Context: an optimization exercise on an open-source flow, tuned for small area, a short achievable clock period and few clock cycles. The choices shown serve that exercise and are no tape-out recipe. At most, simulation tests tie the RTL to the original design; equivalence was not proved.

==> inputs of run E <==
## cu_compensate
module cu_compensate (
    input  wire               clk,
    input  wire               rst,
    input  wire               start,
    input  wire        [15:0] cal_t1,      
    input  wire signed [15:0] cal_t2,
    input  wire signed [15:0] cal_t3,
    input  wire        [15:0] cal_p1,      
    input  wire signed [15:0] cal_p2,
    input  wire signed [15:0] cal_p3,
    input  wire signed [15:0] cal_p4,
    input  wire signed [15:0] cal_p5,
    input  wire signed [15:0] cal_p6,
    input  wire signed [15:0] cal_p7,
    input  wire signed [15:0] cal_p8,
    input  wire signed [15:0] cal_p9,
    input  wire        [19:0] adc_t,
    input  wire        [19:0] adc_p,
    output reg                done,
    output wire               err,         
    output wire        [31:0] temp,        
    output wire        [31:0] press_q8,    
    output wire        [24:0] press_pa     
);
Settings: LEC_CHECK=0, CAP_MARGIN=20, CORE_MARGIN=2, CORE_UTILIZATION=40, SLEW_MARGIN=20; clock period 25.0 ns.
standard.sh (not shown) runs the stock make flow with config.mk's settings and CLKGATE_MAP_FILE= SYNTH_SCRIPT=/design/flow/synth_recipe.tcl, a recipe that flattens the netlist after the stock synthesis.
==> flow/flow/run.sh <==
#!/bin/bash
# Layout flow: the standard flow (standard.sh, standard synthesis unchanged) with two
# changes to how the layout is made: the port buffers are buf_1 cells instead of delay
# buffers, and the timing repair steps aim for 19 ns of setup slack at the design's period.
# make's full output goes to flow.log; each ORFS step keeps its own log under orfs/logs.
set -uo pipefail
bash standard.sh BUFFER_PORTS_ARGS="-buffer_cell sky130_fd_sc_hd__buf_1" \
  SETUP_SLACK_MARGIN=19 finish > flow.log 2>&1
==> run C: changes against run E <==
--- a/flow/design.v
+++ b/flow/design.v
@@ -166,84 +166,85 @@
     reg  [2:0]  c_asel;
     reg  [2:0]  c_bsel;
     reg  [3:0]  c_k;
     reg  [3:0]  c_wb;
     wire        dneg_v;
     wire        dbig;         
     wire        q1, q2;
+    reg  [5:0]  state_x;
+    always @(*) state_n = (state == S_IDLE && start) ? S_TA : state_x;
     always @(*) begin
-        state_n = state; j_n = j; pass2_n = pass2;
+        state_x = state; j_n = j; pass2_n = pass2;
         case (state)
-            S_IDLE: if (start) state_n = S_TA;
-            S_TA:   state_n = S_TC;
-            S_TC:   state_n = S_TB;
-            S_TB:   state_n = S_TD;
-            S_TD:   state_n = S_TDW;
-            S_TDW:  state_n = S_TF;
-            S_TF:   state_n = S_TE;
-            S_TE:   begin state_n = S_XS; j_n = 2'd0; end
-            S_XS:   begin j_n = j + 2'd1; if (c_last) begin j_n = 2'd0; state_n = S_XSW; end end
-            S_XSW:  state_n = S_ZS;
+            S_IDLE: ;
+            S_TA:   state_x = S_TC;
+            S_TC:   state_x = S_TB;
+            S_TB:   state_x = S_TD;
+            S_TD:   state_x = S_TDW;
+            S_TDW:  state_x = S_TF;
+            S_TF:   state_x = S_TE;
+            S_TE:   begin state_x = S_XS; j_n = 2'd0; end
+            S_XS:   begin j_n = j + 2'd1; if (c_last) begin j_n = 2'd0; state_x = S_XSW; end end
+            S_XSW:  state_x = S_ZS;
             S_ZS:   begin
                 j_n = j + 2'd1;
                 if (j == 2'd0 && c_mneg[0] != sgnZ) j_n = 2'd0;
-                else if (c_last) begin j_n = 2'd0; state_n = S_Y6; end
+                else if (c_last) begin j_n = 2'd0; state_x = S_Y6; end
             end
-            S_Y6:   state_n = S_Y6W;
-            S_Y6W:  state_n = S_NS;
-            S_NS:   begin j_n = j + 2'd1; if (c_last) begin j_n = 2'd0; state_n = S_MS; end end
-            S_NSW:  state_n = S_MS;
+            S_Y6:   state_x = S_Y6W;
+            S_Y6W:  state_x = S_NS;
+            S_NS:   begin j_n = j + 2'd1; if (c_last) begin j_n = 2'd0; state_x = S_MS; end end
+            S_NSW:  state_x = S_MS;
             S_MS:   begin
                 j_n = j + 2'd1;
                 if (j == 2'd1 && c_mneg[0] != sgnN) j_n = 2'd0;
-                else if (c_last) begin j_n = 2'd0; state_n = S_MSW; end
+                else if (c_last) begin j_n = 2'd0; state_x = S_MSW; end
             end
-            S_MSW:  state_n = (D == 42'd0) ? S_DEGN : S_DIVF;
+            S_MSW:  state_x = (D == 42'd0) ? S_DEGN : S_DIVF;
             S_DIVF: begin
                 j_n = 2'd0; pass2_n = 1'b0;
-                if (cnt == 6'd0 && dneg_v)  state_n = S_DNEG;
-                else if (cnt == 6'd0 && dbig) state_n = S_DSI;
-                else if (cnt == 6'd16) begin state_n = S_PB; j_n = 2'd1; pass2_n = 1'b0; end
+                if (cnt == 6'd0 && dneg_v)  state_x = S_DNEG;
+                else if (cnt == 6'd0 && dbig) state_x = S_DSI;
+                else if (cnt == 6'd16) begin state_x = S_PB; j_n = 2'd1; pass2_n = 1'b0; end
             end
-            S_DSI:  state_n = S_DIVS;
-            S_DIVS: if (cnt == 6'd37) state_n = S_DSCK;
-            S_DSCK: state_n = (V[W-1:53] != {(W-53){1'b0}}) ? S_ERRX : S_PAS0;
-            S_PAF:  begin state_n = S_PAFW; j_n = 2'd0; pass2_n = 1'b0; end
-            S_PAFW: state_n = S_PB;
-            S_PAS0: state_n = S_PAS1;
-            S_PAS1: begin state_n = S_PASW; j_n = 2'd0; pass2_n = 1'b0; end
-            S_PASW: state_n = S_PB;
+            S_DSI:  state_x = S_DIVS;
+            S_DIVS: if (cnt == 6'd37) state_x = S_DSCK;
+            S_DSCK: state_x = (V[W-1:53] != {(W-53){1'b0}}) ? S_ERRX : S_PAS0;
+            S_PAF:  begin state_x = S_PAFW; j_n = 2'd0; pass2_n = 1'b0; end
+            S_PAFW: state_x = S_PB;
+            S_PAS0: state_x = S_PAS1;
+            S_PAS1: begin state_x = S_PASW; j_n = 2'd0; pass2_n = 1'b0; end
+            S_PASW: state_x = S_PB;
             S_PB: begin
                 j_n = j + 2'd1;
                 if (c_last) begin
                     j_n = 2'd0;
                     if (D_slow && !pass2) pass2_n = 1'b1;
-                    else                  state_n = S_PC;
+                    else                  state_x = S_PC;
                 end
             end
-            S_PC:   begin j_n = j + 2'd1; if (c_last) begin j_n = 2'd0; state_n = S_PE; end end
-            S_PE:   state_n = S_PEW;
-            S_DNEG: state_n = S_PAF;
-            default: state_n = S_IDLE;    
+            S_PC:   begin j_n = j + 2'd1; if (c_last) begin j_n = 2'd0; state_x = S_PE; end end
+            S_PE:   state_x = S_PEW;
+            S_DNEG: state_x = S_PAF;
+            default: state_x = S_IDLE;    
         endcase
     end
     reg  [3:0]  n_msel;
     reg         n_vxor;
     reg  [1:0]  n_mneg;
     reg         n_last;
     reg  [1:0]  n_off;
     reg  [2:0]  n_asel;
     reg  [2:0]  n_bsel;
     reg  [3:0]  n_k;
     reg  [3:0]  n_wb;
     wire        evn = ev[j_n];
-    wire [5:0]  state_d = (state == S_IDLE) ? S_IDLE :
-                          (state == S_DIVF) ? ((cnt == 6'd11) ? S_PAF :
+    wire [5:0]  state_d = (state == S_DIVF) ? ((cnt == 6'd11) ? S_PAF :
                                                (cnt == 6'd15) ? S_PB :
-                                               (cnt == 6'd16) ? S_PB : S_DIVF) : state_n;
+                                               (cnt == 6'd16) ? S_PB : S_DIVF) : state_x;
     wire        wvn = WV | (state == S_DIVF);
     wire        edn = wvn ? ew[j_n] : ed[j_n];
     always @(*) begin
         n_msel = M_ZERO; n_vxor = 1'b0; n_mneg = 2'd0; n_last = 1'b0;
         n_off = 2'd0; n_asel = A_ZERO; n_bsel = B_ZERO; n_k = K_NONE; n_wb = WB_NONE;
         case (state_d)
             S_TC: begin n_msel = M_SLO; n_wb = WB_SA2S; end
==> flow/flow/run.sh (replaced) <==
#!/bin/bash
# Layout flow: the standard flow (standard.sh, standard synthesis unchanged) with two
# changes to how the layout is made: the port buffers are buf_1 cells instead of delay
# buffers, and the timing repair steps aim for 18.25 ns of setup slack at the design's period.
# make's full output goes to flow.log; each ORFS step keeps its own log under orfs/logs.
set -uo pipefail
bash standard.sh BUFFER_PORTS_ARGS="-buffer_cell sky130_fd_sc_hd__buf_1" \
  SETUP_SLACK_MARGIN=18.25 finish > flow.log 2>&1
==> qor summary <==
metric	run E	run C
Result of the run	timing/DRC/antenna clean	timing/DRC/antenna clean
Plain + repair buffers	781	562
Xor and xnor fraction of the mapped netlist area	7.54%	7.89%
Maximum clock frequency	150 MHz	147 MHz
Start of the worst register-to-register path	V[75]	asel2[1]
Later-pin clock latency in the skew report	0.69 ns	0.72 ns
Worst-case hold path end point	wb2[1]	wb2[0]
Clock buffers created by TritonCTS	53	57
Tapcells	1,781	1,768
Width of the die	372 um	371 um
# diodes	10	15
Type of destination of the critical path	register	primary output
Global routing met3 resource utilization	13.7%	13.8%
Site row count	135	134
Number of cells on the worst reg-to-reg path	26	19
CP Class	primary input to register	register to primary output
Testbench counts of run C, summed over its fixed seeds: cycles 17,280.
For run E, only the layout was checked, not whether the RTL still works.

re-timing with driven ports:
The flow's constraints put no driver on any port. The routed layouts listed below were extracted and timed again, unchanged, in two steps.
Step 1: set_driving_cell puts a clkbuf_16 on clk and a buf_2 on each other input, an assumption about the parent block.
Step 2 also shifts input and output timing later by t, the mid clock arrival at the registers, as if the neighbouring blocks saw the same clock.
Three values: ideal ports, drivers, drivers and shift; two values: the first two.
run | shift t [ns] | setup WS [ns] | latest minus earliest clock arrival (ns) | worst slew at a driven data input, ns
run E | 0.733 | 18.323 / 18.368 / 17.635 | 0.051 / 0.050 | 0.06
run C | 0.752 | 18.212 / 18.146 / 17.831 | 0.074 / 0.074 | 0.06
After both steps every run listed still meets setup and hold. The setup slack of run E, which loses most, moves by +0.045 ns with the drivers and by -0.688 ns with both steps.
